Source: an optimization exercise on an open RTL-to-GDS flow (aim: small area, a short achievable clock period and few clock cycles). Production flows keep margins and buffers that such runs may drop. At most, simulation tests tie the RTL to the original design; equivalence was not proved. Function not checked in runs 2 and 3: the RTL went through the layout flow alone. Power and IR drop assume default switching activity.

File: design/flow/design.v
module zc_demod (
    input  wire        clk,
    input  wire        rst,
    input  wire        cmd_valid,
    input  wire [31:0] cmd_data,
    output wire        cmd_ready,
    output reg         out_valid,
    output reg  [31:0] out_data,
    output wire [8:0]  status,
    output wire [63:0] sample_count
);
    localparam [16:0] LAST_IDX = 17'd99999;    
    localparam [1:0] FSM_SEARCH = 2'd0, FSM_LOCKED = 2'd1, FSM_CAPT = 2'd2;
    localparam [1:0] S_IDLE = 2'd0, S_HDR = 2'd1, S_DATA = 2'd2, S_END = 2'd3;
    localparam [1:0] PH_START = 2'd0, PH_ALIGN = 2'd1, PH_RUN = 2'd2;
    localparam [47:0] PAT0 = 48'h6969_6969_6910;
    localparam [63:0] PAT1 = 64'hA5F0_3C96_E14B_7D28;
    localparam [31:0] PAT3 = 32'hB34F_0A5C;
    localparam [39:0] PAT5 = 40'hE8_1D4B_2796;
    localparam [39:0] PAT6 = 40'h17_E2B4_D869;
    function automatic [7:0] cat_id(input [2:0] e);
        case (e)
            3'd0: cat_id = 8'h21;  3'd1: cat_id = 8'h12;
            3'd2: cat_id = 8'h07;  3'd3: cat_id = 8'h33;
            3'd4: cat_id = 8'h44;  3'd5: cat_id = 8'h55;
            3'd6: cat_id = 8'h66;  default: cat_id = 8'h77;
        endcase
    endfunction
    function automatic [7:0] cat_flen(input [2:0] e);
        case (e)
            3'd0: cat_flen = 8'd204;  3'd1: cat_flen = 8'd24;
            3'd2: cat_flen = 8'd20;   3'd3: cat_flen = 8'd18;
            3'd4: cat_flen = 8'd40;   3'd5: cat_flen = 8'd64;
            3'd6: cat_flen = 8'd30;   default: cat_flen = 8'd50;
        endcase
    endfunction
    function automatic [7:0] cat_minl(input [2:0] e);
        case (e)
            3'd0: cat_minl = 8'd20;  3'd1: cat_minl = 8'd8;
            3'd2: cat_minl = 8'd3;   3'd3: cat_minl = 8'd4;
            3'd4: cat_minl = 8'd5;   3'd5: cat_minl = 8'd10;
            3'd6: cat_minl = 8'd2;   default: cat_minl = 8'd6;
        endcase
    endfunction
    function automatic cat_msb(input [2:0] e);
        case (e)
            3'd1, 3'd3, 3'd6, 3'd7: cat_msb = 1'b0;
            default:                cat_msb = 1'b1;
        endcase
    endfunction
    function automatic cat_coal_en(input [2:0] e);
        case (e)
            3'd0, 3'd2, 3'd3, 3'd4: cat_coal_en = 1'b1;
            default:                cat_coal_en = 1'b0;
        endcase
    endfunction
    function automatic [7:0] cat_coal(input [2:0] e);
        case (e)
            3'd0, 3'd4: cat_coal = 8'h10;
            default:    cat_coal = 8'h7E;
        endcase
    endfunction
    reg [1:0]  st;
    reg        ctrl_inv, ctrl_raw, ill, halt;
    reg [2:0]  cause;
    reg [1:0]  fsm;
    reg [16:0] idx;
    reg [1:0]  phase;
    reg        pol;
    reg [7:0]  run_len;          
    reg [16:0] run_start;
    reg [46:0] hist0;
    reg [62:0] hist1;
    reg [38:0] hist2;
    reg [5:0]  fill0, fill1, fill2;    
    reg [2:0]  carry0;
    reg [3:0]  carry1;
    reg [4:0]  carry2;
    reg        cv0, cv1, cv2;
    reg [2:0]  marks0;                 
    reg [2:0]  marks1;                 
    reg [1:0]  marks2;                 
    reg [2:0]  lk_e;
    reg [1:0]  lk_ch;
    reg        lk_inv;
    reg [7:0]  flen;
    reg [7:0]  byte_sr;
    reg [2:0]  bit_cnt;
    reg        dle_pend;
    reg [16:0] fr_start;
    reg [16:0] fr_end1;          
    reg [31:0] ring [0:50];
    reg [5:0]  ptr;              
    reg [31:0] stage;            
    reg        pend;             
    reg [5:0]  pend_w;
    reg [2:0]  widx;
    reg [5:0]  wj;
    reg        post_lock;
    reg [2:0]  post_e;
    reg [1:0]  post_ch;
    reg        post_inv;
    integer i;
    assign cmd_ready    = (st == S_IDLE);
    assign status       = {ctrl_raw, ctrl_inv, ill, cause, halt, fsm};
    assign sample_count = {47'd0, idx};
    wire c_nop    = (cmd_data == 32'h0000_0000);
    wire c_sample = (cmd_data[31:16] == 16'h1000);
    wire c_setinv = (cmd_data[31:1] == 31'h1000_0000);
    wire c_setraw = (cmd_data[31:1] == 31'h1800_0000);
    wire c_eos    = (cmd_data == 32'h4000_0000);
    wire c_iofail = (cmd_data == 32'h5000_0000);
    wire c_reset  = (cmd_data == 32'hF000_0000);
    wire c_ill    = !(c_nop | c_sample | c_setinv | c_setraw | c_eos | c_iofail | c_reset);
    wire accept = cmd_valid && (st == S_IDLE);
    wire s_zero = (cmd_data[15:0] == 16'd0);
    wire s_pol  = ctrl_inv ? (cmd_data[15] | s_zero) : !cmd_data[15];
    wire pulse_end = (phase == PH_RUN) && (s_pol != pol);
    wire [16:0] idx_inc = idx + 17'd1;
    wire        at_last = (idx == LAST_IDX);
    wire       big  = run_len[7];
    wire [7:0] eff0 = cv0 ? ({1'b0, run_len[6:0]} + {5'd0, carry0}) : {1'b0, run_len[6:0]};
    wire [7:0] eff1 = cv1 ? ({1'b0, run_len[6:0]} + {4'd0, carry1}) : {1'b0, run_len[6:0]};
    wire [7:0] eff2 = cv2 ? ({1'b0, run_len[6:0]} + {3'd0, carry2}) : {1'b0, run_len[6:0]};
    wire hold0 = !big && (eff0 <= 8'd7);
    wire bit0  = !big && (eff0 >= 8'd8)  && (eff0 <= 8'd12);
    wire mk0   = !big && (eff0 >= 8'd18) && (eff0 <= 8'd22);
    wire hold1 = !big && (eff1 <= 8'd14);
    wire bit1  = !big && (eff1 >= 8'd15) && (eff1 <= 8'd24);
    wire mk1   = !big && (eff1 >= 8'd35) && (eff1 <= 8'd44);
    wire hold2 = !big && (eff2 <= 8'd29);
    wire bit2  = !big && (eff2 >= 8'd30) && (eff2 <= 8'd49);
    wire mk2   = !big && (eff2 >= 8'd70) && (eff2 <= 8'd89);
    wire b0 = !cv0, b1 = !cv1, b2 = !cv2;
    wire f0_48 = (fill0 >= 6'd47);
    wire f0_32 = (fill0 >= 6'd31);
    wire f1_64 = (fill1 >= 6'd63);
    wire f2_40 = (fill2 >= 6'd39);
    wire a0n = f0_48 && (hist0[46:0] ==  PAT0[47:1]);
    wire a0i = f0_48 && (hist0[46:0] == ~PAT0[47:1]);
    wire a3n = f0_32 && (hist0[30:0] ==  PAT3[31:1]);
    wire a3i = f0_32 && (hist0[30:0] == ~PAT3[31:1]);
    wire a1n = f1_64 && (hist1[62:0] ==  PAT1[63:1]);
    wire a1i = f1_64 && (hist1[62:0] == ~PAT1[63:1]);
    wire a5n = f2_40 && (hist2[38:0] ==  PAT5[39:1]);
    wire a5i = f2_40 && (hist2[38:0] == ~PAT5[39:1]);
    wire a6n = f2_40 && (hist2[38:0] ==  PAT6[39:1]);
    wire a6i = f2_40 && (hist2[38:0] == ~PAT6[39:1]);
    wire       hit0  = b0 ? (a0i | a3i) : (a0n | a3n);
    wire [2:0] hte0  = b0 ? (a0i ? 3'd0 : 3'd3) : (a0n ? 3'd0 : 3'd3);
    wire       hit1  = b1 ? a1i : a1n;
    wire       hit2  = b2 ? (a6n | a5i) : (a5n | a6i);
    wire [2:0] hte2  = b2 ? (a6n ? 3'd6 : 3'd5) : (a5n ? 3'd5 : 3'd6);
    wire       hti2  = b2 ? !a6n : !a5n;
    wire mh0 = (marks0 == 3'd6);
    wire mh1 = (marks1 == 3'd4);
    wire mh2 = (marks2 == 2'd2);
    wire lock0 = (bit0 && hit0) || (mk0 && mh0);
    wire lock1 = (bit1 && hit1) || (mk1 && mh1);
    wire lock2 = (bit2 && hit2) || (mk2 && mh2);
    wire [2:0] le0 = bit0 ? hte0 : 3'd7;
    wire       li0 = bit0 && b0;
    wire [2:0] le1 = bit1 ? 3'd1 : 3'd4;
    wire       li1 = bit1 && b1;
    wire [2:0] le2 = bit2 ? hte2 : 3'd2;
    wire       li2 = bit2 && hti2;
    wire any_lock = lock0 | lock1 | lock2;
    wire [2:0] g_e   = lock2 ? le2 : lock1 ? le1 : le0;
    wire [1:0] g_ch  = lock2 ? 2'd2 : lock1 ? 2'd1 : 2'd0;
    wire       g_inv = lock2 ? li2 : lock1 ? li1 : li0;
    wire active = (fsm != FSM_SEARCH);
    wire cap0 = bit0 && !hit0;
    wire cap1 = bit1 && !hit1 && !lock0;
    wire cap2 = bit2 && !hit2 && !lock0 && !lock1;
    wire cap  = active && (lk_ch == 2'd0 ? cap0 : lk_ch == 2'd1 ? cap1 : cap2);
    wire       cb_raw   = (lk_ch == 2'd0) ? b0 : (lk_ch == 2'd1) ? b1 : b2;
    wire       cbit     = cb_raw ^ lk_inv;
    wire [7:0] sr_new   = cat_msb(lk_e) ? {byte_sr[6:0], cbit} : {cbit, byte_sr[7:1]};
    wire       byte_done = (bit_cnt == 3'd7);
    wire       coal_hit = cat_coal_en(lk_e) && (sr_new == cat_coal(lk_e));
    wire       byte_drop = coal_hit && dle_pend;
    wire       app      = byte_done && !byte_drop;
    wire       full_if  = (flen + 8'd1 == cat_flen(lk_e));
    wire       gt_min0  = (flen > cat_minl(lk_e));
    wire       gt_min1  = (flen >= cat_minl(lk_e));
    wire cap_full = cap && app && full_if;
    wire lock_emit = any_lock &&
                     (cap ? (app ? gt_min1 : gt_min0) : (fsm == FSM_CAPT && gt_min0));
    wire emit = cap_full || lock_emit;
    wire [7:0]  proto  = lk_inv ? (8'd0 - cat_id(lk_e)) : cat_id(lk_e);
    wire [5:0]  nfull  = flen[7:2];
    wire        part   = (flen[1:0] != 2'd0);
    wire        ring_wr = pend && (ptr == pend_w);
    wire [31:0] ring_rd = ring_wr ? stage : ring[0];
    wire [31:0] stage_m = {8'd0,
                           flen[1:0] == 2'd3 ? stage[23:16] : 8'd0,
                           flen[1]           ? stage[15:8]  : 8'd0,
                           stage[7:0]};
    wire [16:0] fr_end = fr_end1 - 17'd1;
    reg [31:0] hdr_word;
    always @* begin
        case (widx)
            3'd0:    hdr_word = {4'h8, 3'b000, ctrl_raw, proto, 8'h00, flen};
            3'd1:    hdr_word = {15'd0, fr_start};
            3'd3:    hdr_word = {15'd0, fr_end};
            default: hdr_word = 32'd0;
        endcase
    end
    wire data_now  = (wj != nfull) && (ptr == wj);
    wire data_last = (wj == nfull) || (!part && (wj == nfull - 6'd1) && (ptr == wj));
    always @(posedge clk) begin
        for (i = 0; i < 50; i = i + 1)
            ring[i] <= ring[i + 1];
        ring[50] <= ring_rd;
    end
    task clear_frame;
        begin
            flen     <= 8'd0;
            bit_cnt  <= 3'd0;
            dle_pend <= 1'b0;
            pend     <= 1'b0;
        end
    endtask
    task do_capture;
        begin
            fr_end1 <= idx;
            fsm     <= FSM_CAPT;
            byte_sr <= sr_new;
            bit_cnt <= bit_cnt + 3'd1;
            if (byte_done) begin
                if (byte_drop) begin
                    dle_pend <= 1'b0;
                end else begin
                    case (flen[1:0])
                        2'd0: stage[7:0]   <= sr_new;
                        2'd1: stage[15:8]  <= sr_new;
                        2'd2: stage[23:16] <= sr_new;
                        default: stage[31:24] <= sr_new;
                    endcase
                    if (flen[1:0] == 2'd3) begin
                        pend   <= 1'b1;
                        pend_w <= flen[7:2];
                    end
                    flen     <= flen + 8'd1;
                    dle_pend <= coal_hit;
                end
            end
        end
    endtask
    task do_lock(input [2:0] e, input [1:0] k, input inv);
        begin
            clear_frame;
            lk_e     <= e;
            lk_ch    <= k;
            lk_inv   <= inv;
            fsm      <= FSM_LOCKED;
            fr_start <= run_start;
            fr_end1  <= idx;
        end
    endtask
    task do_halt(input [2:0] why);
        begin
            clear_frame;
            fsm       <= FSM_SEARCH;
            phase     <= PH_START;
            cv0       <= 1'b0;
            cv1       <= 1'b0;
            cv2       <= 1'b0;
            halt      <= 1'b1;
            cause     <= why;
            out_valid <= 1'b1;
            out_data  <= {4'h9, 25'd0, why};
        end
    endtask
    task reset_all;
        begin
            clear_frame;
            st       <= S_IDLE;
            ctrl_inv <= 1'b0;
            ctrl_raw <= 1'b0;
            ill      <= 1'b0;
            halt     <= 1'b0;
            cause    <= 3'd0;
            fsm      <= FSM_SEARCH;
            idx      <= 17'd0;
            phase    <= PH_START;
            fill0    <= 6'd0;
            fill1    <= 6'd0;
            fill2    <= 6'd0;
            cv0      <= 1'b0;
            cv1      <= 1'b0;
            cv2      <= 1'b0;
            marks0   <= 3'd0;
            marks1   <= 3'd0;
            marks2   <= 2'd0;
            ptr      <= 6'd0;
        end
    endtask
    always @(posedge clk) begin
        out_valid <= 1'b0;
        out_data  <= ring_rd;
        ptr       <= (ptr == 6'd50) ? 6'd0 : ptr + 6'd1;
        if (ring_wr) pend <= 1'b0;
        if (rst) begin
            reset_all;
        end else begin
            case (st)
            S_IDLE: if (accept) begin
                if (c_reset) begin
                    reset_all;
                end else if (c_ill) begin
                    ill <= 1'b1;
                end else if (!halt) begin
                    if (c_sample) begin
                        pol <= s_pol;
                        if (phase == PH_START) begin
                            phase <= PH_ALIGN;
                        end else if (phase == PH_ALIGN) begin
                            if (!pol && s_pol) begin
                                phase     <= PH_RUN;
                                run_len   <= 8'd1;
                                run_start <= idx;
                            end
                        end else if (!pulse_end) begin
                            if (!big) run_len <= run_len + 8'd1;
                        end
                        if (pulse_end) begin
                            run_len <= 8'd1;
                            if (hold0) begin carry0 <= eff0[2:0]; cv0 <= 1'b1; end
                            else cv0 <= 1'b0;
                            if (bit0) begin
                                marks0 <= 3'd0;
                                hist0  <= {hist0[45:0], b0};
                                if (fill0 != 6'd47) fill0 <= fill0 + 6'd1;
                            end
                            if (mk0 && marks0 != 3'd7) marks0 <= marks0 + 3'd1;
                            if (hold1) begin carry1 <= eff1[3:0]; cv1 <= 1'b1; end
                            else cv1 <= 1'b0;
                            if (bit1) begin
                                marks1 <= 3'd0;
                                hist1  <= {hist1[61:0], b1};
                                if (fill1 != 6'd63) fill1 <= fill1 + 6'd1;
                            end
                            if (mk1 && marks1 != 3'd5) marks1 <= marks1 + 3'd1;
                            if (hold2) begin carry2 <= eff2[4:0]; cv2 <= 1'b1; end
                            else cv2 <= 1'b0;
                            if (bit2) begin
                                marks2 <= 2'd0;
                                hist2  <= {hist2[37:0], b2};
                                if (fill2 != 6'd39) fill2 <= fill2 + 6'd1;
                            end
                            if (mk2 && marks2 != 2'd3) marks2 <= marks2 + 2'd1;
                            if (emit) begin
                                if (cap) do_capture;
                                post_lock <= any_lock;
                                post_e    <= g_e;
                                post_ch   <= g_ch;
                                post_inv  <= g_inv;
                                widx      <= 3'd0;
                                st        <= S_HDR;
                            end else begin
                                idx       <= idx_inc;
                                run_start <= idx;
                                if (any_lock)  do_lock(g_e, g_ch, g_inv);
                                else if (cap)  do_capture;
                                if (at_last) do_halt(3'd2);
                            end
                        end else begin
                            idx <= idx_inc;
                            if (at_last) do_halt(3'd2);
                        end
                    end else if (c_setinv) begin
                        ctrl_inv <= cmd_data[0];
                    end else if (c_setraw) begin
                        ctrl_raw <= cmd_data[0];
                    end else if (c_eos) begin
                        do_halt(3'd1);
                    end else if (c_iofail) begin
                        do_halt(3'd3);
                    end
                end
            end
            S_HDR: begin
                out_valid <= 1'b1;
                out_data  <= hdr_word;
                widx      <= widx + 3'd1;
                wj        <= 6'd0;
                if (widx == 3'd4) st <= S_DATA;
            end
            S_DATA: begin
                if (wj == nfull) begin
                    out_valid <= 1'b1;
                    out_data  <= stage_m;
                end else if (ptr == wj) begin
                    out_valid <= 1'b1;
                    wj        <= wj + 6'd1;
                end
                if (data_last) begin
                    idx       <= idx_inc;
                    run_start <= idx;
                    if (post_lock) begin
                        do_lock(post_e, post_ch, post_inv);
                    end else begin
                        clear_frame;
                        fsm <= FSM_SEARCH;
                    end
                    st <= at_last ? S_END : S_IDLE;
                end
            end
            default: begin  
                do_halt(3'd2);
                st <= S_IDLE;
            end
            endcase
        end
    end
endmodule
File: design/flow/run.sh
#!/bin/bash
# synth_recipe.tcl (not shown) runs the flow's synth.tcl, then flattens the netlist and writes it again
# the make line also repeats each setting of config.mk as NAME=value (left out here)
make -C /OpenROAD-flow-scripts/flow DESIGN_CONFIG=/design/flow/config.mk WORK_HOME=/design/flow/orfs CLKGATE_MAP_FILE= SYNTH_SCRIPT=/design/flow/synth_recipe.tcl finish
File: design/flow/config.mk
export PLATFORM = sky130hd
export DESIGN_NAME = zc_demod
export DESIGN_NICKNAME = zc_demod
export VERILOG_FILES = /design/flow/design.v
export SDC_FILE = /design/flow/constraint.sdc
export NUM_CORES = 4
export LEC_CHECK = 0
export CAP_MARGIN = 20
export CORE_MARGIN = 2
export CORE_UTILIZATION = 40
export PLACE_DENSITY = 0.6
export SLEW_MARGIN = 20
File: design/flow/constraint.sdc
create_clock -name core_clock -period 15.0 [get_ports {clk}]
set_input_delay 3.0000 -clock core_clock [delete_from_list [all_inputs] [get_ports {clk}]]
set_output_delay 3.0000 -clock core_clock [all_outputs]
set_load 0.01 [all_outputs]
==> results of run 1 <==
## worst max-delay path, stage by stage
cell and delay [ps]:
clkdlybuf4s50_1 420, nor4_1 570, a21oi_1 140, mux2i_1 320, ha_1 310, nor3_1 690, nand2_1 470, nor3b_1 380
buf_4 260, nor2b_1 270, and3_1 460
## power by group
group          switching (mW)  leakage [nW]  internal (mW)
clock network            1.99          3.07           2.67
registers             0.00230          16.1           5.50
logic                  0.0227          4.26         0.0136
## final timing paths
path                     from     endpoint  slack (ps)
setup / recovery  cmd_data[9]    stage[31]        8160
hold / removal    ring[39][0]  ring[38][0]         300
setup reg to reg   run_len[0]    stage[31]        9530
hold reg to reg   ring[39][0]  ring[38][0]         300
## state kept, by name (all words and copies together), names as in the netlist, 4 cells and up
register,count
ptr,6
pend_w,6
idx,17
fr_end1,17
run_start,17
fr_start,17
byte_sr,8
out_data,32
carry1,4
hist0,47
hist2,39
fill2,6
fill0,6
run_len,8
flen,8
wj,6
stage,32
ring,1632
fill1,6
hist1,63
carry2,5
## per-stage QoR
step,instances,cell area [sq um],worst slack [ps],utilization (%),power [mW]
floorplan,3605,53800,4900,-,5.65
finish,5699,62700,8160,47.0,10.2
detailed placement,5363,56400,7140,42.3,5.66
CTS,5695,62600,8030,47.0,10.3
global route,5695,62700,7850,47.0,10.6
global placement,5363,56400,7230,42.3,5.66
## cell usage in the layout (no fill, tap or decap), drive strengths merged, types with 15 or more instances in the layout
master,instances
dfxtp,1742
edfxtp,289
clkbuf,240
nor2,180
nand2,150
clkdlybuf4s50,92
inv,91
a21oi,74
o21ai,74
mux2,61
clkinv,61
ha,57
xnor2,55
nand3,52
nor3,50
conb,48
mux2i,43
nand4,43
xor2,39
nor4,31
and3,28
nor4bb,26
buf,24
a211oi,22
nor2b,19
nor4b,16
a22oi,15
## cell type report
class                   count  area, sq um  share of cell area [%]
flip-flops and latches   2031        43600                    69.5
multi-input cells        1369         9260                    14.8
clock buffers             240         5150                    8.22
well taps                1768         2210                    3.53
repair buffers            116         1100                    1.75
clock inverters            92         1080                    1.73
inverters                  79          297                   0.473
diodes                      4         10.0                  0.0160
## logic make-up (layout without fill, tap and decap cells)
logic type / count (synthesis) / count (layout) / share of synthesized area, %
muxes: 104 / 104 / 2.09
adders and majority gates: 60 / 60 / 1.44
DFF: 2031 / 2031 / 81.3
other: 1 / 52 / 0.00700
xor gates and xnor gates: 95 / 95 / 1.58
and+or+nand+nor: 719 / 719 / 7.30
buffers and inverters: 205 / 527 / 1.87
AOI/OAI and AO/OA: 343 / 343 / 4.44
## per-layer routing
| metal | part of all wire (%) | vias up | global-route usage (%) |
|---|---|---|---|
| li1 | - | 12600 | - |
| met1 | 50 | 12400 | 19.1 |
| met2 | 41 | 657 | 18.7 |
| met3 | 6.3 | 194 | 3.85 |
| met4 | 2.8 | 0 | 5.32 |
| met5 | 0 | - | 0 |
==> impl_results.html, run 1 <==
<table>
<tr><th>Metric</th><th>Value</th></tr>
<tr><th colspan="2">Global route</th></tr>
<tr><td>Global-route usage over all layers</td><td>13.3%</td></tr>
<tr><td>First-pass GRT wire length</td><td>142000 um</td></tr>
<tr><td>Vias in the first global route</td><td>25200</td></tr>
<tr><td>Total global routing overflow</td><td>0</td></tr>
<tr><td>Maximum number of pins on one net before global-route repair</td><td>64</td></tr>
<tr><td>Initial antenna violation count</td><td>6</td></tr>
<tr><th colspan="2">Floorplan</th></tr>
<tr><td>Floorplan die area</td><td>0.137 sq mm</td></tr>
<tr><td>Floorplan die width</td><td>370 um</td></tr>
<tr><td>Number of standard-cell rows in the floorplan</td><td>134</td></tr>
<tr><td>Count of boundary I/O pins</td><td>142</td></tr>
<tr><td>Initial standard-cell utilization of the core</td><td>40.2%</td></tr>
<tr><td>Core region area</td><td>0.133 sq mm</td></tr>
<tr><td>Vertical die dimension</td><td>370 um</td></tr>
<tr><th colspan="2">Worst setup path</th></tr>
<tr><td>Startpoint-to-endpoint class of the critical path</td><td>in -&gt; reg</td></tr>
<tr><td>Worst endpoint required time</td><td>15450 ps</td></tr>
<tr><td>Critical Path End Type</td><td>flop</td></tr>
<tr><td>Arrival time of the worst setup path</td><td>7290 ps</td></tr>
<tr><td>Setup crit start kind</td><td>input port</td></tr>
<tr><td>Maximum fanout count along the critical path</td><td>10</td></tr>
<tr><td>Depth of the worst register-to-register path</td><td>15</td></tr>
<tr><th colspan="2">Clock tree</th></tr>
<tr><td>Post_cts resized</td><td>0</td></tr>
<tr><td>Post CTS Setup Buffer Count</td><td>0</td></tr>
<tr><td>Max clock buf depth</td><td>3</td></tr>
<tr><td>TritonCTS clock tree</td><td>yes</td></tr>
<tr><td>Total clock buffers created by CTS</td><td>180</td></tr>
<tr><td>Max H-tree Level</td><td>4</td></tr>
<tr><td>CTS root buf</td><td>clkbuf_16</td></tr>
<tr><td>Insertion delay to the later sink of the worst-skew pair</td><td>810 ps</td></tr>
<tr><td>Clock sink total</td><td>2031</td></tr>
<tr><td>Number of hold buffers added after cts</td><td>0</td></tr>
<tr><td>Clock-pin slew on the worst setup and hold paths</td><td>60 ps</td></tr>
<tr><th colspan="2">Placed design</th></tr>
<tr><td>Detailed placer's ending HPWL</td><td>57300 um</td></tr>
<tr><td>Gp weighted congestion</td><td>0.847</td></tr>
<tr><td>Count of buffers inserted at the top-level ports</td><td>93</td></tr>
<tr><th colspan="2">Timing</th></tr>
<tr><td>Hold Vio Cnt, Final</td><td>0</td></tr>
<tr><td>Achievable frequency</td><td>146 MHz</td></tr>
<tr><td>Min Hold Slack</td><td>298 ps</td></tr>
<tr><td>Final critical-path share of the clock period</td><td>45.6%</td></tr>
<tr><td>Final setup violation count</td><td>0</td></tr>
<tr><td>Setup tns final</td><td>0 ps</td></tr>
<tr><td>Min Clock Period, post-route</td><td>6840 ps</td></tr>
<tr><td>Slew @ Worst Pin</td><td>1110 ps</td></tr>
<tr><td>Worst rel slew slack</td><td>26.3%</td></tr>
<tr><td>Count of final max-slew check failures</td><td>0</td></tr>
<tr><td>Setup clock skew after layout</td><td>50.0 ps</td></tr>
<tr><td>Setup repair after global routing missed its margin</td><td>no</td></tr>
<tr><th colspan="2">Synth</th></tr>
<tr><td>Count of flip-flops with a built-in enable after synthesis</td><td>289</td></tr>
<tr><td>Area share of the leading cell type in the synthesized netlist</td><td>65.1%</td></tr>
<tr><td>Top cells by area in the synthesized netlist</td><td>dfxtp_1 (65%), edfxtp_1 (16%), ha_1 (1.3%)</td></tr>
<tr><td>Mapped Area</td><td>0.0536 sq mm</td></tr>
<tr><td>Most frequent cell after synthesis</td><td>dfxtp_1</td></tr>
<tr><td>Yosys warning count</td><td>2</td></tr>
<tr><td>Per-instance average area after synthesis</td><td>15.1 sq um</td></tr>
<tr><td>#FFs+latches synth</td><td>2031</td></tr>
<tr><td>Commonest cells in the netlist</td><td>dfxtp_1 (1742), edfxtp_1 (289), nor2_1 (179), nand2_1 (150), inv_1 (77)</td></tr>
<tr><td>Async S/R FF share, synth</td><td>0%</td></tr>
<tr><td>Seq/Total Area, Yosys</td><td>81.3%</td></tr>
<tr><td>Synthesized instance count</td><td>3558</td></tr>
<tr><td>Count of cell types in the netlist</td><td>100</td></tr>
<tr><td>Cell taking the most area after synthesis</td><td>dfxtp_1</td></tr>
<tr><td>Ys flop type</td><td>dfxtp_1</td></tr>
<tr><th colspan="2">Detailed routing</th></tr>
<tr><td>Number of DRC violations after detailed routing</td><td>0</td></tr>
<tr><td>Via Count</td><td>25900</td></tr>
<tr><td>First-pass detailed-route iteration total</td><td>5</td></tr>
<tr><td>Vias per Instance</td><td>4.55</td></tr>
<tr><td>Antenna-violating nets left</td><td>0</td></tr>
<tr><td>Total wirelength of the detailed-routed design</td><td>90600 um</td></tr>
<tr><td>Initial detailed-routing violation count</td><td>1753</td></tr>
<tr><td>Drt wl/cell</td><td>15.9 um</td></tr>
<tr><th colspan="2">Cells and area</th></tr>
<tr><td>Layout filler cell count</td><td>11500</td></tr>
<tr><td>Number of nets in the final layout</td><td>3872</td></tr>
<tr><td>Proportion of layout cells with a drive suffix above 1</td><td>10.8%</td></tr>
<tr><td>Area overhead of the layout relative to synthesis</td><td>16.9%</td></tr>
<tr><th colspan="2">Pwr</th></tr>
<tr><td>Worst vdd rail ir drop</td><td>0.120 mV</td></tr>
<tr><td>Static leakage</td><td>23.4 nW</td></tr>
<tr><td>Power density over cell area</td><td>163 mW/mm^2</td></tr>
<tr><th colspan="2">Outcome</th></tr>
<tr><td>Status</td><td>timing/DRC/antenna clean</td></tr>
<tr><th colspan="2">Min path</th></tr>
<tr><td>Cell count of the worst hold path</td><td>0</td></tr>
<tr><td>Hold WC Path Type</td><td>reg -&gt; reg</td></tr>
<tr><th colspan="2">Run</th></tr>
<tr><td>Count of max-cap constraint violations</td><td>0</td></tr>
</table>
Testbench counts, summed over its fixed seeds: cycles 390,921.
==> run 2, diff against run 1 <==
--- a/design/flow/design.v
+++ b/design/flow/design.v
@@ -62,4 +62,5 @@
     endfunction
     reg [1:0]  st;
+    reg        rdy;              
     reg        ctrl_inv, ctrl_raw, ill, halt;
     reg [2:0]  cause;
@@ -68,5 +69,4 @@
     reg [1:0]  phase;
     reg        pol;
-    reg [7:0]  run_len;          
     reg [16:0] run_start;
     reg [46:0] hist0;
@@ -74,7 +74,5 @@
     reg [38:0] hist2;
     reg [5:0]  fill0, fill1, fill2;    
-    reg [2:0]  carry0;
-    reg [3:0]  carry1;
-    reg [4:0]  carry2;
+    reg [6:0]  eff0, eff1, eff2;       
     reg        cv0, cv1, cv2;
     reg [2:0]  marks0;                 
@@ -102,5 +100,5 @@
     reg        post_inv;
     integer i;
-    assign cmd_ready    = (st == S_IDLE);
+    assign cmd_ready    = rdy;
     assign status       = {ctrl_raw, ctrl_inv, ill, cause, halt, fsm};
     assign sample_count = {47'd0, idx};
@@ -113,23 +111,21 @@
     wire c_reset  = (cmd_data == 32'hF000_0000);
     wire c_ill    = !(c_nop | c_sample | c_setinv | c_setraw | c_eos | c_iofail | c_reset);
-    wire accept = cmd_valid && (st == S_IDLE);
+    wire accept = cmd_valid && rdy;
     wire s_zero = (cmd_data[15:0] == 16'd0);
     wire s_pol  = ctrl_inv ? (cmd_data[15] | s_zero) : !cmd_data[15];
-    wire pulse_end = (phase == PH_RUN) && (s_pol != pol);
+    wire pe_if1    = (phase == PH_RUN) && !pol;
+    wire pe_if0    = (phase == PH_RUN) && pol;
+    wire pulse_end = s_pol ? pe_if1 : pe_if0;
     wire [16:0] idx_inc = idx + 17'd1;
     wire        at_last = (idx == LAST_IDX);
-    wire       big  = run_len[7];
-    wire [7:0] eff0 = cv0 ? ({1'b0, run_len[6:0]} + {5'd0, carry0}) : {1'b0, run_len[6:0]};
-    wire [7:0] eff1 = cv1 ? ({1'b0, run_len[6:0]} + {4'd0, carry1}) : {1'b0, run_len[6:0]};
-    wire [7:0] eff2 = cv2 ? ({1'b0, run_len[6:0]} + {3'd0, carry2}) : {1'b0, run_len[6:0]};
-    wire hold0 = !big && (eff0 <= 8'd7);
-    wire bit0  = !big && (eff0 >= 8'd8)  && (eff0 <= 8'd12);
-    wire mk0   = !big && (eff0 >= 8'd18) && (eff0 <= 8'd22);
-    wire hold1 = !big && (eff1 <= 8'd14);
-    wire bit1  = !big && (eff1 >= 8'd15) && (eff1 <= 8'd24);
-    wire mk1   = !big && (eff1 >= 8'd35) && (eff1 <= 8'd44);
-    wire hold2 = !big && (eff2 <= 8'd29);
-    wire bit2  = !big && (eff2 >= 8'd30) && (eff2 <= 8'd49);
-    wire mk2   = !big && (eff2 >= 8'd70) && (eff2 <= 8'd89);
+    wire hold0 = (eff0 <= 7'd7);
+    wire bit0  = (eff0 >= 7'd8)  && (eff0 <= 7'd12);
+    wire mk0   = (eff0 >= 7'd18) && (eff0 <= 7'd22);
+    wire hold1 = (eff1 <= 7'd14);
+    wire bit1  = (eff1 >= 7'd15) && (eff1 <= 7'd24);
+    wire mk1   = (eff1 >= 7'd35) && (eff1 <= 7'd44);
+    wire hold2 = (eff2 <= 7'd29);
+    wire bit2  = (eff2 >= 7'd30) && (eff2 <= 7'd49);
+    wire mk2   = (eff2 >= 7'd70) && (eff2 <= 7'd89);
     wire b0 = !cv0, b1 = !cv1, b2 = !cv2;
     wire f0_48 = (fill0 >= 6'd47);
@@ -277,4 +273,5 @@
             clear_frame;
             st       <= S_IDLE;
+            rdy      <= 1'b1;
             ctrl_inv <= 1'b0;
             ctrl_raw <= 1'b0;
@@ -319,14 +316,17 @@
                             if (!pol && s_pol) begin
                                 phase     <= PH_RUN;
-                                run_len   <= 8'd1;
+                                eff0      <= 7'd1;
+                                eff1      <= 7'd1;
+                                eff2      <= 7'd1;
                                 run_start <= idx;
                             end
                         end else if (!pulse_end) begin
-                            if (!big) run_len <= run_len + 8'd1;
+                            if (eff0 != 7'd127) eff0 <= eff0 + 7'd1;
+                            if (eff1 != 7'd127) eff1 <= eff1 + 7'd1;
+                            if (eff2 != 7'd127) eff2 <= eff2 + 7'd1;
                         end
                         if (pulse_end) begin
-                            run_len <= 8'd1;
-                            if (hold0) begin carry0 <= eff0[2:0]; cv0 <= 1'b1; end
-                            else cv0 <= 1'b0;
+                            cv0  <= hold0;
+                            eff0 <= hold0 ? eff0 + 7'd1 : 7'd1;
                             if (bit0) begin
                                 marks0 <= 3'd0;
@@ -335,6 +335,6 @@
                             end
                             if (mk0 && marks0 != 3'd7) marks0 <= marks0 + 3'd1;
-                            if (hold1) begin carry1 <= eff1[3:0]; cv1 <= 1'b1; end
-                            else cv1 <= 1'b0;
+                            cv1  <= hold1;
+                            eff1 <= hold1 ? eff1 + 7'd1 : 7'd1;
                             if (bit1) begin
                                 marks1 <= 3'd0;
@@ -343,6 +343,6 @@
                             end
                             if (mk1 && marks1 != 3'd5) marks1 <= marks1 + 3'd1;
-                            if (hold2) begin carry2 <= eff2[4:0]; cv2 <= 1'b1; end
-                            else cv2 <= 1'b0;
+                            cv2  <= hold2;
+                            eff2 <= hold2 ? eff2 + 7'd1 : 7'd1;
                             if (bit2) begin
                                 marks2 <= 2'd0;
@@ -359,4 +359,5 @@
                                 widx      <= 3'd0;
                                 st        <= S_HDR;
+                                rdy       <= 1'b0;
                             end else begin
                                 idx       <= idx_inc;
@@ -405,10 +406,12 @@
                         fsm <= FSM_SEARCH;
                     end
-                    st <= at_last ? S_END : S_IDLE;
+                    st  <= at_last ? S_END : S_IDLE;
+                    rdy <= !at_last;
                 end
             end
             default: begin  
                 do_halt(3'd2);
-                st <= S_IDLE;
+                st  <= S_IDLE;
+                rdy <= 1'b1;
             end
             endcase
--- a/design/flow/config.mk
+++ b/design/flow/config.mk
@@ -6,4 +6,5 @@
 export NUM_CORES = 4
 export LEC_CHECK = 0
+export ABC_CLOCK_PERIOD_IN_PS = 4000
 export CAP_MARGIN = 20
 export CORE_MARGIN = 2
==> run 2 against run 1 <==
Largest cell class unchanged. Largest power group unchanged. Register-to-register slack better by 470 ps. Clock skew is 2.5 ps lower. Critical path depth is 2 higher. Highest routed layer unchanged. Area after synthesis is 1.5% lower.
==> impl_results.html, run 2 <==
<table>
<tr><th>Metric</th><th>Value</th></tr>
<tr><th colspan="2">Global route</th></tr>
<tr><td>Vias in the first global route</td><td>24400 (-3.4%)</td></tr>
<tr><td>Global-route usage over all layers</td><td>12.8% (-0.52 points)</td></tr>
<tr><td>First-pass GRT wire length</td><td>137000 um (-3.6%)</td></tr>
<tr><td>Total global routing overflow</td><td>0 (unchanged)</td></tr>
<tr><td>Initial antenna violation count</td><td>7 (+1)</td></tr>
<tr><td>Maximum number of pins on one net before global-route repair</td><td>64 (unchanged)</td></tr>
<tr><th colspan="2">Synth</th></tr>
<tr><td>Area share of the leading cell type in the synthesized netlist</td><td>66.1% (+1.0 points)</td></tr>
<tr><td>Most frequent cell after synthesis</td><td>dfxtp_1</td></tr>
<tr><td>Synthesized instance count</td><td>3441 (-3.3%)</td></tr>
<tr><td>Cell taking the most area after synthesis</td><td>dfxtp_1</td></tr>
<tr><td>Yosys warning count</td><td>2 (unchanged)</td></tr>
<tr><td>Ys flop type</td><td>dfxtp_1</td></tr>
<tr><td>Mapped Area</td><td>0.0528 sq mm (-1.5%)</td></tr>
<tr><td>Commonest cells in the netlist</td><td>dfxtp_1 (1743), edfxtp_1 (290), nor2_1 (164), nand2_1 (134), a21oi_1 (86)</td></tr>
<tr><td>Seq/Total Area, Yosys</td><td>82.6% (+1.3 points)</td></tr>
<tr><td>Async S/R FF share, synth</td><td>0% (unchanged)</td></tr>
<tr><td>#FFs+latches synth</td><td>2033 (+0.098%)</td></tr>
<tr><td>Top cells by area in the synthesized netlist</td><td>dfxtp_1 (66%), edfxtp_1 (16%), mux2_2 (1.3%)</td></tr>
<tr><td>Count of cell types in the netlist</td><td>95 (-5.0%)</td></tr>
<tr><td>Count of flip-flops with a built-in enable after synthesis</td><td>290 (+0.35%)</td></tr>
<tr><td>Per-instance average area after synthesis</td><td>15.3 sq um (+1.9%)</td></tr>
<tr><th colspan="2">Clock tree</th></tr>
<tr><td>Number of hold buffers added after cts</td><td>0 (unchanged)</td></tr>
<tr><td>Post_cts resized</td><td>0 (unchanged)</td></tr>
<tr><td>CTS root buf</td><td>clkbuf_16</td></tr>
<tr><td>Max clock buf depth</td><td>3 (unchanged)</td></tr>
<tr><td>TritonCTS clock tree</td><td>yes</td></tr>
<tr><td>Max H-tree Level</td><td>4 (unchanged)</td></tr>
<tr><td>Insertion delay to the later sink of the worst-skew pair</td><td>790 ps (-20 ps)</td></tr>
<tr><td>Clock-pin slew on the worst setup and hold paths</td><td>60 ps (about the same)</td></tr>
<tr><td>Post CTS Setup Buffer Count</td><td>0 (unchanged)</td></tr>
<tr><td>Clock sink total</td><td>2033 (+0.098%)</td></tr>
<tr><td>Total clock buffers created by CTS</td><td>176 (-2.2%)</td></tr>
<tr><th colspan="2">Worst setup path</th></tr>
<tr><td>Startpoint-to-endpoint class of the critical path</td><td>in -&gt; reg</td></tr>
<tr><td>Depth of the worst register-to-register path</td><td>14 (-1)</td></tr>
<tr><td>Setup crit start kind</td><td>input port</td></tr>
<tr><td>Arrival time of the worst setup path</td><td>7090 ps (-200 ps)</td></tr>
<tr><td>Worst endpoint required time</td><td>15700 ps (+250 ps)</td></tr>
<tr><td>Worst reg-to-reg setup slack</td><td>10000 ps (+470 ps)</td></tr>
<tr><td>Critical Path End Type</td><td>flop</td></tr>
<tr><td>Maximum fanout count along the critical path</td><td>10 (unchanged)</td></tr>
<tr><td>Reg2reg end</td><td>run_start[11]</td></tr>
<tr><td>Launch point of the worst path</td><td>cmd_data[15]</td></tr>
<tr><td>Startpoint of the most critical register-to-register path</td><td>lk_e[0]</td></tr>
<tr><th colspan="2">Placed design</th></tr>
<tr><td>Detailed placer's ending HPWL</td><td>53100 um (-7.4%)</td></tr>
<tr><td>Gp weighted congestion</td><td>0.832 (-1.9%)</td></tr>
<tr><td>Count of buffers inserted at the top-level ports</td><td>93 (unchanged)</td></tr>
<tr><td>Place WS</td><td>7890 ps (+748 ps)</td></tr>
<tr><td>Placed instance area</td><td>0.0556 sq mm (-1.5%)</td></tr>
<tr><th colspan="2">Outcome</th></tr>
<tr><td>Status</td><td>timing/DRC/antenna clean</td></tr>
<tr><th colspan="2">Timing</th></tr>
<tr><td>Achievable frequency</td><td>157 MHz (+7.1%)</td></tr>
<tr><td>Setup tns final</td><td>0 ps (unchanged)</td></tr>
<tr><td>Final critical-path share of the clock period</td><td>42.6% (-3.0 points)</td></tr>
<tr><td>Worst rel slew slack</td><td>24.6% (-1.7 points)</td></tr>
<tr><td>Final setup violation count</td><td>0 (unchanged)</td></tr>
<tr><td>Slew @ Worst Pin</td><td>1120 ps (+13.6 ps)</td></tr>
<tr><td>Setup clock skew after layout</td><td>47.5 ps (-2.50 ps)</td></tr>
<tr><td>Setup repair after global routing missed its margin</td><td>no</td></tr>
<tr><td>Count of final max-slew check failures</td><td>0 (unchanged)</td></tr>
<tr><td>Hold Vio Cnt, Final</td><td>0 (unchanged)</td></tr>
<tr><td>Least setup slack across all paths after layout</td><td>8610 ps (+453 ps)</td></tr>
<tr><td>Min Clock Period, post-route</td><td>6390 ps (-453 ps)</td></tr>
<tr><th colspan="2">Cells and area</th></tr>
<tr><td>Register containing the most flip-flops in the final layout</td><td>ring</td></tr>
<tr><td>Number of nets in the final layout</td><td>3743 (-3.3%)</td></tr>
<tr><td>Number of flip-flops in the largest register</td><td>1632 (unchanged)</td></tr>
<tr><td>Proportion of layout cells with a drive suffix above 1</td><td>10.7% (-0.055 points)</td></tr>
<tr><td>Largest registers</td><td>ring: 1632 flops, hist1: 63 flops, hist0: 47 flops</td></tr>
<tr><td>Final non-filler cell area</td><td>0.0617 sq mm (-1.6%)</td></tr>
<tr><td>Utilization of the core after routing</td><td>47.0% (-0.050 points)</td></tr>
<tr><td>Highest-count cells in the layout ignoring fill and taps</td><td>dfxtp_1 (1743), edfxtp_1 (290), clkbuf_16 (188)</td></tr>
<tr><td>Number of diodes added for antenna fixing</td><td>0 (-4)</td></tr>
<tr><td>Leading cell type in the layout, fill and taps excluded</td><td>dfxtp_1</td></tr>
<tr><td>Area overhead of the layout relative to synthesis</td><td>16.8%</td></tr>
<tr><th colspan="2">Pwr</th></tr>
<tr><td>Static leakage</td><td>23.0 nW (-2.1%)</td></tr>
<tr><td>Worst vdd rail ir drop</td><td>0.109 mV (-9.2%)</td></tr>
<tr><td>Power density over cell area</td><td>164 mW/mm^2 (+0.69%)</td></tr>
<tr><th colspan="2">Min path</th></tr>
<tr><td>Min-Delay Endpoint</td><td>ring[37][24]</td></tr>
<tr><td>Hold WC Path Type</td><td>reg -&gt; reg</td></tr>
<tr><td>Beginning of the worst hold path</td><td>ring[38][24]</td></tr>
<tr><td>Cell count of the worst hold path</td><td>0 (unchanged)</td></tr>
<tr><th colspan="2">Detailed routing</th></tr>
<tr><td>Number of DRC violations after detailed routing</td><td>0 (unchanged)</td></tr>
<tr><td>Vias per Instance</td><td>4.49 (-1.3%)</td></tr>
<tr><td>First-pass detailed-route iteration total</td><td>6 (+1)</td></tr>
<tr><td>Antenna-violating nets left</td><td>0 (unchanged)</td></tr>
<tr><td>Via Count</td><td>24900 (-3.8%)</td></tr>
<tr><td>Total wirelength of the detailed-routed design</td><td>85700 um (-5.5%)</td></tr>
<tr><td>Drt wl/cell</td><td>15.4 um (-3.0%)</td></tr>
<tr><td>Initial detailed-routing violation count</td><td>1637 (-6.6%)</td></tr>
<tr><th colspan="2">Floorplan</th></tr>
<tr><td>Floorplan die area</td><td>0.135 sq mm (-1.5%)</td></tr>
<tr><td>Core region area</td><td>0.131 sq mm (-1.5%)</td></tr>
<tr><td>Number of standard-cell rows in the floorplan</td><td>133 (-0.75%)</td></tr>
<tr><td>Vertical die dimension</td><td>367 um (-0.74%)</td></tr>
<tr><td>Floorplan die width</td><td>367 um (-0.74%)</td></tr>
<tr><td>Count of boundary I/O pins</td><td>142 (unchanged)</td></tr>
<tr><td>Initial standard-cell utilization of the core</td><td>40.2% (about the same)</td></tr>
<tr><th colspan="2">Run</th></tr>
<tr><td>Count of max-cap constraint violations</td><td>0 (unchanged)</td></tr>
</table>
[run 2: cell count changes in the layout (fill, tap and decap cells not counted), sizes merged, moves of 9 or more]
cell    previous run  this run
a211oi            22         9
a21boi            12         3
a21oi             74        86
a31oi             12        31
clkbuf           240       258
clkinv            61        44
inv               91        73
mux2i             43        24
nand2            150       134
nor2             180       167
nor3              50        41
o22ai             12         3
[run 2: critical path, stage by stage]
cell	delay, ps
clkdlybuf4s50_1	450
nor4_1	350
and4_1	290
a21oi_1	80
mux2i_1	260
ha_1	300
or3_1	530
nor3_1	370
o21ai_1	270
a21oi_1	460
nand4_1	220
or3_1	380
a21oi_1	140
[run 2: cell type report]
type	count	area [sq um]
clock buffer	258	5320
clock inverter	62	787
multi-input combinational	1269	8450
inverter	65	244
sequential	2033	43600
tap	1755	2200
fill	11300	69600
timing repair buffer	111	1060
[run 2: worst max-delay path by stage]
stage	to	slack, ps	depth (start not counted)
2_1_floorplan	fr_start[0]	6700	11
3_3_place_gp	fill2[5]	7930	13
3_5_place_dp	fill2[5]	7890	13
4_1_cts	fill2[5]	8720	13
5_1_grt	fill1[5]	8420	13
6_report	fill2[5]	8610	13
[run 2: kinds of logic (layout without fill, tap and decap cells)]
kind of cell,Yosys count,after routing,share of synthesized area (%)
multiplexers,85,85,1.78
XOR/XNOR,89,89,1.51
flip-flops,2033,2033,82.6
other,1,48,0.00710
adder cells (fa/ha/maj),52,52,1.23
buffers and inverters,186,496,1.78
AND/OR/NAND/NOR,664,664,6.89
AO/OA/AOI/OAI,331,331,4.20
[run 2: report_power, final]
group / internal, mW / switching [mW] / leakage (nW)
Sequential: 5.51 / 0.00231 / 16.1
Combinational: 0.0131 / 0.0217 / 3.82
Clock: 2.61 / 1.95 / 2.99
[run 2: per-layer routing]
metal / track usage (%) / wire [um]
met5: 0 / 0
met4: 4.56 / 2060
met3: 3.36 / 5380
met1: 18.9 / 43400
met2: 17.9 / 34900
[run 2: metrics by stage]
| stage | hold WS, ps | instances | power [mW] |
|---|---|---|---|
| floorplan | 310 | 3488 | 5.66 |
| finish | 307 | 5553 | 10.1 |
| global placement | 310 | 5233 | 5.66 |
| global route | 312 | 5553 | 10.5 |
| CTS | 306 | 5553 | 10.2 |
| detailed placement | 312 | 5233 | 5.66 |
==> run 3, diff against run 2 <==
--- a/design/flow/config.mk
+++ b/design/flow/config.mk
@@ -6,5 +6,4 @@
 export NUM_CORES = 4
 export LEC_CHECK = 0
-export ABC_CLOCK_PERIOD_IN_PS = 4000
 export CAP_MARGIN = 20
 export CORE_MARGIN = 2
==> run 3 against run 2 <==
Still clean. Maximum frequency did not move. Setup slack did not move. Sequential share of layout area did not move. Clock skew did not move. Area after synthesis did not move. Cell area did not move. Worst hold slack did not move. Register-to-register slack barely moved. Synthesized cell count did not move. Critical endpoint unchanged. Highest routed layer unchanged.
==> impl_results.html, run 3 <==
<table>
<tr><th>Metric</th><th>Value</th></tr>
<tr><th colspan="2">Timing</th></tr>
<tr><td>Count of final max-slew check failures</td><td>0 (unchanged)</td></tr>
<tr><td>Min Hold Slack</td><td>307 ps (unchanged)</td></tr>
<tr><td>Final setup violation count</td><td>0 (unchanged)</td></tr>
<tr><td>Hold Vio Cnt, Final</td><td>0 (unchanged)</td></tr>
<tr><td>Setup tns final</td><td>0 ps (unchanged)</td></tr>
<tr><td>Worst rel slew slack</td><td>24.6% (unchanged)</td></tr>
<tr><td>Setup repair after global routing missed its margin</td><td>no</td></tr>
<tr><td>Least setup slack across all paths after layout</td><td>8610 ps (unchanged)</td></tr>
<tr><td>Final critical-path share of the clock period</td><td>42.6% (unchanged)</td></tr>
<tr><td>Slew @ Worst Pin</td><td>1120 ps (unchanged)</td></tr>
<tr><td>Setup clock skew after layout</td><td>47.5 ps (unchanged)</td></tr>
<tr><td>Achievable frequency</td><td>157 MHz (unchanged)</td></tr>
<tr><td>Min Clock Period, post-route</td><td>6390 ps (unchanged)</td></tr>
<tr><th colspan="2">Worst setup path</th></tr>
<tr><td>Maximum fanout count along the critical path</td><td>10 (unchanged)</td></tr>
<tr><td>Worst endpoint required time</td><td>15700 ps (about the same)</td></tr>
<tr><td>Worst path slowest cell</td><td>or3_1</td></tr>
<tr><td>Ordered list of cells on the worst path</td><td>clkdlybuf4s50_1 &gt; nor4_1 &gt; and4_1 &gt; a21oi_1 &gt; mux2i_1 &gt; ha_1 &gt; or3_1 &gt; nor3_1 &gt; o21ai_1 &gt; a21oi_1 &gt; nand4_1 &gt; or3_1 &gt; a21oi_1</td></tr>
<tr><td>Setup crit start kind</td><td>input port</td></tr>
<tr><td>Critical Path End Type</td><td>flop</td></tr>
<tr><td>Startpoint-to-endpoint class of the critical path</td><td>in -&gt; reg</td></tr>
<tr><td>Crit-path most repeated cell</td><td>a21oi_1</td></tr>
<tr><td>Worst reg-to-reg setup slack</td><td>10000 ps (about the same)</td></tr>
<tr><td>Crit-path max cell delay</td><td>530 ps (about the same)</td></tr>
<tr><td>Arrival time of the worst setup path</td><td>7090 ps (about the same)</td></tr>
<tr><th colspan="2">Global route</th></tr>
<tr><td>Total global routing overflow</td><td>0 (unchanged)</td></tr>
<tr><td>Maximum number of pins on one net before global-route repair</td><td>64 (unchanged)</td></tr>
<tr><td>Vias in the first global route</td><td>24400 (unchanged)</td></tr>
<tr><td>Initial antenna violation count</td><td>7 (unchanged)</td></tr>
<tr><td>Global-route usage over all layers</td><td>12.8% (unchanged)</td></tr>
<tr><td>First-pass GRT wire length</td><td>137000 um (unchanged)</td></tr>
<tr><th colspan="2">Cells and area</th></tr>
<tr><td>Highest-count cells in the layout ignoring fill and taps</td><td>dfxtp_1 (1743), edfxtp_1 (290), clkbuf_16 (188)</td></tr>
<tr><td>Number of diodes added for antenna fixing</td><td>0 (unchanged)</td></tr>
<tr><td>Utilization of the core after routing</td><td>47.0% (unchanged)</td></tr>
<tr><td>Number of nets in the final layout</td><td>3743 (unchanged)</td></tr>
<tr><td>Register containing the most flip-flops in the final layout</td><td>ring</td></tr>
<tr><td>Area overhead of the layout relative to synthesis</td><td>16.8% (unchanged)</td></tr>
<tr><td>Largest registers</td><td>ring: 1632 flops, hist1: 63 flops, hist0: 47 flops</td></tr>
<tr><td>Number of flip-flops in the largest register</td><td>1632 (unchanged)</td></tr>
<tr><td>Leading cell type in the layout, fill and taps excluded</td><td>dfxtp_1</td></tr>
<tr><td>Proportion of layout cells with a drive suffix above 1</td><td>10.7% (unchanged)</td></tr>
<tr><th colspan="2">Pwr</th></tr>
<tr><td>Power density over cell area</td><td>164 mW/mm^2 (unchanged)</td></tr>
<tr><td>Relative contribution of the clock network to total power</td><td>45.2% (about the same)</td></tr>
<tr><td>Fraction of power consumed by combinational cells</td><td>0.3% (about the same)</td></tr>
<tr><td>Fraction of power spent switching nets</td><td>19.5% (unchanged)</td></tr>
<tr><td>Switching pwr</td><td>1.97 mW (unchanged)</td></tr>
<tr><td>Internal power</td><td>8.13 mW (unchanged)</td></tr>
<tr><td>Static leakage</td><td>23.0 nW (unchanged)</td></tr>
<tr><td>Sequential power share</td><td>54.5% (about the same)</td></tr>
<tr><td>Worst vdd rail ir drop</td><td>0.109 mV (unchanged)</td></tr>
<tr><th colspan="2">Clock tree</th></tr>
<tr><td>Insertion delay to the later sink of the worst-skew pair</td><td>790 ps (about the same)</td></tr>
<tr><td>Max H-tree Level</td><td>4 (unchanged)</td></tr>
<tr><td>Number of hold buffers added after cts</td><td>0 (unchanged)</td></tr>
<tr><td>Clock-pin slew on the worst setup and hold paths</td><td>60 ps (about the same)</td></tr>
<tr><td>CTS root buf</td><td>clkbuf_16</td></tr>
<tr><td>Clock sink total</td><td>2033 (unchanged)</td></tr>
<tr><td>Post CTS Setup Buffer Count</td><td>0 (unchanged)</td></tr>
<tr><td>Max clock buf depth</td><td>3 (unchanged)</td></tr>
<tr><td>Total clock buffers created by CTS</td><td>176 (unchanged)</td></tr>
<tr><td>TritonCTS clock tree</td><td>yes</td></tr>
<tr><td>Post_cts resized</td><td>0 (unchanged)</td></tr>
<tr><th colspan="2">Floorplan</th></tr>
<tr><td>Core region area</td><td>0.131 sq mm (unchanged)</td></tr>
<tr><td>Vertical die dimension</td><td>367 um (unchanged)</td></tr>
<tr><td>Number of standard-cell rows in the floorplan</td><td>133 (unchanged)</td></tr>
<tr><td>Initial standard-cell utilization of the core</td><td>40.2% (unchanged)</td></tr>
<tr><td>Count of boundary I/O pins</td><td>142 (unchanged)</td></tr>
<tr><td>Floorplan die width</td><td>367 um (unchanged)</td></tr>
<tr><td>Floorplan die area</td><td>0.135 sq mm (unchanged)</td></tr>
<tr><th colspan="2">Detailed routing</th></tr>
<tr><td>Number of DRC violations after detailed routing</td><td>0 (unchanged)</td></tr>
<tr><td>Antenna-violating nets left</td><td>0 (unchanged)</td></tr>
<tr><td>Via Count</td><td>24900 (unchanged)</td></tr>
<tr><td>Initial detailed-routing violation count</td><td>1637 (unchanged)</td></tr>
<tr><td>First-pass detailed-route iteration total</td><td>6 (unchanged)</td></tr>
<tr><td>Total wirelength of the detailed-routed design</td><td>85700 um (unchanged)</td></tr>
<tr><td>Vias per Instance</td><td>4.49 (unchanged)</td></tr>
<tr><td>Drt wl/cell</td><td>15.4 um (unchanged)</td></tr>
<tr><th colspan="2">Synth</th></tr>
<tr><td>Async S/R FF share, synth</td><td>0% (unchanged)</td></tr>
<tr><td>#FFs+latches synth</td><td>2033 (unchanged)</td></tr>
<tr><td>Count of cell types in the netlist</td><td>95 (unchanged)</td></tr>
<tr><td>Mapped Area</td><td>0.0528 sq mm (unchanged)</td></tr>
<tr><td>Commonest cells in the netlist</td><td>dfxtp_1 (1743), edfxtp_1 (290), nor2_1 (164), nand2_1 (134), a21oi_1 (86)</td></tr>
<tr><td>Most frequent cell after synthesis</td><td>dfxtp_1</td></tr>
<tr><td>Yosys warning count</td><td>2 (unchanged)</td></tr>
<tr><td>Ys flop type</td><td>dfxtp_1</td></tr>
<tr><td>Cell taking the most area after synthesis</td><td>dfxtp_1</td></tr>
<tr><td>Count of flip-flops with a built-in enable after synthesis</td><td>290 (unchanged)</td></tr>
<tr><td>Top cells by area in the synthesized netlist</td><td>dfxtp_1 (66%), edfxtp_1 (16%), mux2_2 (1.3%)</td></tr>
<tr><td>Per-instance average area after synthesis</td><td>15.3 sq um (unchanged)</td></tr>
<tr><td>Synthesized instance count</td><td>3441 (unchanged)</td></tr>
<tr><td>Area share of the leading cell type in the synthesized netlist</td><td>66.1% (unchanged)</td></tr>
<tr><td>Seq/Total Area, Yosys</td><td>82.6% (unchanged)</td></tr>
<tr><th colspan="2">Placed design</th></tr>
<tr><td>Detailed placer's ending HPWL</td><td>53100 um (unchanged)</td></tr>
<tr><td>Gp weighted congestion</td><td>0.832 (unchanged)</td></tr>
<tr><td>Count of buffers inserted at the top-level ports</td><td>93 (unchanged)</td></tr>
<tr><td>Place WS</td><td>7890 ps (unchanged)</td></tr>
<tr><th colspan="2">Outcome</th></tr>
<tr><td>Status</td><td>timing/DRC/antenna clean</td></tr>
<tr><th colspan="2">Min path</th></tr>
<tr><td>Hold WC Path Type</td><td>reg -&gt; reg</td></tr>
<tr><th colspan="2">Run</th></tr>
<tr><td>Count of max-cap constraint violations</td><td>0 (unchanged)</td></tr>
</table>
## run 3: cell counts after synthesis
Identical to the previous run, type by type.
## run 3: cells by family after synthesis
| group | synth area share (%) |
|---|---|
| AOI/OAI and AO/OA | 4.20 |
| buffers and inverters | 1.78 |
| adders and majority gates | 1.23 |
| DFF | 82.6 |
| other | 0.00710 |
| xor gates and xnor gates | 1.51 |
| and+or+nand+nor | 6.89 |
| muxes | 1.78 |
## run 3: worst max-delay path: cells and delay by family
family / cells / cell delay, ps
simple gates: 6 / 2140
compound gates: 4 / 950
buf+inv: 1 / 450
fa+ha+maj: 1 / 300
mux: 1 / 260
## run 3: metrics by stage
stage	instance area [sq um]	cells	power (mW)
2_1_floorplan	53000	3488	5.66
6_report	61700	5553	10.1
5_1_grt	61700	5553	10.5
3_3_place_gp	55600	5233	5.66
4_1_cts	61700	5553	10.2
3_5_place_dp	55600	5233	5.66
## run 3: final timing paths
kind,start,to,cells past startpoint
min reg2reg,ring[38][24],ring[37][24],0
max,cmd_data[15],fill2[5],13
max reg2reg,lk_e[0],run_start[11],14
min,ring[38][24],ring[37][24],0
## run 3: routing by layer
metal	global-route usage, %	wire length, um	up-vias	share of wire [%]
met4	4.56	2060	0	2.4
met2	17.9	34900	679	41
met5	0	0	-	0
met1	18.9	43400	12000	51
met3	3.36	5380	165	6.3
li1	-	-	12100	-
## run 3: power by group through the flow
stage / combinational [mW] / sequential, mW / clock (mW)
2_1_floorplan: 0.0276 / 5.63 / 0
4_1_cts: 0.0350 / 5.51 / 4.70
3_5_place_dp: 0.0349 / 5.63 / 0
5_1_grt: 0.0381 / 5.50 / 4.92
3_3_place_gp: 0.0345 / 5.63 / 0
6_report: 0.0348 / 5.51 / 4.57
## run 3: final cells by class
cell class	instances	area, sq um
clock buffers	258	5320
flip-flops and latches	2033	43600
inverters	65	244
well taps	1755	2200
repair buffers	111	1060
multi-input cells	1269	8450
fillers	11300	69600
clock inverters	62	787

[static timing again, ports no longer ideal]
No port has a modelled driver above. Below, the same layouts with a new extraction and two added sets of constraints.
Step 1, drivers: a clkbuf_16 drives clk and a buf_2 each remaining input, both assumed.
Step 2 adds t to the input delays and takes it off the output delays; t is the mean of the earliest and latest rising clock arrival at the registers after step 1. Input paths then give back, and output paths get back, about the clock's delay inside the block.
Three values: no drivers, after step 1, after step 2; two values: the first two.
run | t (ns) | setup slack, ns | hold slack, ns
run 1 | 0.859 | 8.160 / 8.203 / 7.344 | 0.298 / 0.298 / 0.298
run 2 | 0.845 | 8.613 / 8.665 / 7.820 | 0.307 / 0.307 / 0.307
run 3 | 0.845 | 8.613 / 8.665 / 7.820 | 0.307 / 0.307 / 0.307
After both steps every run listed still meets setup and hold. For run 1, which loses most, drivers alone change the setup slack by +0.043 ns; drivers and shift together by -0.816 ns.
